This is an optimization exercise on Yosys and OpenROAD, whose aim is small area, not a production implementation. Function was checked by simulation only, so behaviour that the tests miss may differ from the original.

==> run Y <==
## tgb_chan_trial
module tgb_chan_trial (
    input  wire               clk,
    input  wire               rst,         
    input  wire               scheme,      
    input  wire [3:0]         sps,         
    input  wire [7:0]         phase_inc,   
    input  wire [7:0]         sigma,       
    input  wire               start,       
    input  wire               s_valid,
    input  wire [1:0]         sym_i,       
    input  wire [1:0]         sym_q,       
    input  wire signed [9:0]  noise,       
    output reg                r_valid,
    output wire signed [25:0] r_stat_i,
    output wire signed [25:0] r_stat_q,
    output wire               r_dec_i,     
    output wire               r_dec_q,
    output wire [15:0]        r_errs
);
Settings: LEC_CHECK=0, CAP_MARGIN=20, CORE_MARGIN=2, CORE_UTILIZATION=65, SLEW_MARGIN=20, SYNTH_HIERARCHICAL=1, SYNTH_MINIMUM_KEEP_SIZE=0; clock period 30.0 ns.
run.sh (not shown) runs the stock make flow with config.mk's settings and CLKGATE_MAP_FILE= SYNTH_SCRIPT=/design/flow/synth_recipe.tcl, a recipe that flattens the netlist after the stock synthesis.
==> run Z: changes against run Y <==
--- a/flow/design.v
+++ b/flow/design.v
@@ -1,12 +1,12 @@
 module tgb_cos_rom (
-    input  wire [5:0] f,
+    input  wire [5:0] g,
     output reg  [8:0] a,
     output reg  [8:0] b
 );
     always @(*) begin
-        case (f)
+        case (g)
             6'd0: begin a = 9'd511; b = 9'd0; end
             6'd1: begin a = 9'd511; b = 9'd13; end
             6'd2: begin a = 9'd510; b = 9'd25; end
             6'd3: begin a = 9'd510; b = 9'd38; end
             6'd4: begin a = 9'd509; b = 9'd50; end
@@ -36,41 +36,10 @@
             6'd28: begin a = 9'd395; b = 9'd324; end
             6'd29: begin a = 9'd387; b = 9'd334; end
             6'd30: begin a = 9'd379; b = 9'd343; end
             6'd31: begin a = 9'd370; b = 9'd352; end
             6'd32: begin a = 9'd361; b = 9'd361; end
-            6'd33: begin a = 9'd352; b = 9'd370; end
-            6'd34: begin a = 9'd343; b = 9'd379; end
-            6'd35: begin a = 9'd334; b = 9'd387; end
-            6'd36: begin a = 9'd324; b = 9'd395; end
-            6'd37: begin a = 9'd314; b = 9'd403; end
-            6'd38: begin a = 9'd304; b = 9'd410; end
-            6'd39: begin a = 9'd294; b = 9'd418; end
-            6'd40: begin a = 9'd284; b = 9'd425; end
-            6'd41: begin a = 9'd273; b = 9'd432; end
-            6'd42: begin a = 9'd263; b = 9'd438; end
-            6'd43: begin a = 9'd252; b = 9'd445; end
-            6'd44: begin a = 9'd241; b = 9'd451; end
-            6'd45: begin a = 9'd230; b = 9'd456; end
-            6'd46: begin a = 9'd218; b = 9'd462; end
-            6'd47: begin a = 9'd207; b = 9'd467; end
-            6'd48: begin a = 9'd196; b = 9'd472; end
-            6'd49: begin a = 9'd184; b = 9'd477; end
-            6'd50: begin a = 9'd172; b = 9'd481; end
-            6'd51: begin a = 9'd160; b = 9'd485; end
-            6'd52: begin a = 9'd148; b = 9'd489; end
-            6'd53: begin a = 9'd136; b = 9'd492; end
-            6'd54: begin a = 9'd124; b = 9'd496; end
-            6'd55: begin a = 9'd112; b = 9'd499; end
-            6'd56: begin a = 9'd100; b = 9'd501; end
-            6'd57: begin a = 9'd87; b = 9'd503; end
-            6'd58: begin a = 9'd75; b = 9'd505; end
-            6'd59: begin a = 9'd63; b = 9'd507; end
-            6'd60: begin a = 9'd50; b = 9'd509; end
-            6'd61: begin a = 9'd38; b = 9'd510; end
-            6'd62: begin a = 9'd25; b = 9'd510; end
-            6'd63: begin a = 9'd13; b = 9'd511; end
             default: begin a = 9'd0; b = 9'd0; end
         endcase
     end
 endmodule
 module tgb_chan_trial (
@@ -136,16 +105,18 @@
     tgb_fa u_t26 (.a(t10), .b(t11), .c(t25), .s(t26), .co(t27));
     wire t28, t29;
     tgb_fa u_t28 (.a(t12), .b(t13), .c(t27), .s(t28), .co(t29));
     wire t30 = t14 ^ t15 ^ t29;
     wire [7:0] phase_n = {t30, t28, t26, t24, t22, t20, t18, t16};
+    wire [5:0] g  = phase[5] ? (6'd0 - phase[5:0]) : phase[5:0];
+    wire       sw = phase[6] ^ phase[5];
     wire [8:0] qa, qb;
-    tgb_cos_rom u_rom (.f(phase[5:0]), .a(qa), .b(qb));
-    wire [8:0] cm = (phase[6] ? qb : qa) | {9{start}};    
-    wire [8:0] sm = (phase[6] ? qa : qb) & {9{~start}};   
-    wire cs = (phase[6] ^ phase[7]) & ~start;             
-    wire ss = phase[7] & ~start;                          
+    tgb_cos_rom u_rom (.g(g), .a(qa), .b(qb));
+    wire [8:0] cm = (sw ? qb : qa) | {9{start}};      
+    wire [8:0] sm = (sw ? qa : qb) & {9{~start}};     
+    wire cs = (phase[6] ^ phase[7]) & ~start;         
+    wire ss = phase[7] & ~start;                      
     wire xo = sym_i[0];
     wire xt = sym_i[1] & ~sym_i[0];
     wire xn = sym_i[1] ^ cs;
     wire yo = scheme & sym_q[0];
     wire yt = scheme & sym_q[1] & ~sym_q[0];
==> flow/flow/run.sh (new file) <==
#!/bin/bash
# The standard layout, with the port buffers that placement inserts taken as
# the smallest buffer (sky130_fd_sc_hd__buf_1); the resizer still upsizes any
# that timing or slew needs. Each step's full output stays in orfs/logs/;
# make's own output goes to make.log.
set -euo pipefail
bash standard.sh 'BUFFER_PORTS_ARGS=-buffer_cell sky130_fd_sc_hd__buf_1' finish > make.log 2>&1
==> flow/standard.sh (new file) <==
#!/bin/bash
# synth_recipe.tcl (not shown) runs the flow's synth.tcl, then flattens the netlist and writes it again
# the make line also repeats each setting of config.mk as NAME=value (left out here)
make -C /OpenROAD-flow-scripts/flow DESIGN_CONFIG=/design/flow/config.mk WORK_HOME=/design/flow/orfs CLKGATE_MAP_FILE= SYNTH_SCRIPT=/design/flow/synth_recipe.tcl "${@:-finish}"
removed: flow/run.sh
==> results.toml <==
[synthesis]
syn-instance-count = 1612
ys_types = 76
synth-adder-area-share = 0.4129

[sta]
fmax_mhz = 41.97
slew_headroom = 0.3428

[status]
status = "no timing/DRC/antenna violations"

[floorplan]
initial_core_util = 0.6588
[end of results for run Y]
==> results.toml <==
[sta]
fmax_mhz = 41.97
slew_headroom = 0.4023

[status]
status = "no timing/DRC/antenna violations"

[setup_path]
cp_top_family = "adder cells"

[clocking]
cts_buffers = 9
cts-root-buf = "clkbuf_16"

[floorplan]
initial_core_util = 0.6594
fp.dieW_um = 155.3

[layout]
diodes = 0

[synthesis]
syn-instance-count = 1459
ys_types = 68
[end of results for run Z]

-- port drivers added, routing unchanged --
No port has a modelled driver above. Below, the same layouts with a new extraction and two added sets of constraints.
Step 1 assumes that a clkbuf_16 drives the clock port and a buf_2 every other input.
Step 2, shift: input delay + t, output delay - t, t = (earliest + latest rising clock arrival at the registers) / 2. This alone moves slack from input paths to output paths.
Three values: no drivers, after step 1, after step 2; two values: the first two.
run | shift t [ns] | setup slack, ns | slew at the worst register clock pin (ns) | worst data-port slew with drivers (ns) | pins driven straight from the clock port
run Y | 0.398 | 6.174 / 6.170 / 5.771 | 0.08 / 0.08 | 0.05 | 1
run Z | 0.390 | 6.176 / 6.184 / 5.795 | 0.08 / 0.08 | 0.04 | 1
After both steps setup and hold are still met in every run listed. The setup slack of run Y, which loses most, moves by -0.004 ns with the drivers and by -0.403 ns with both steps.
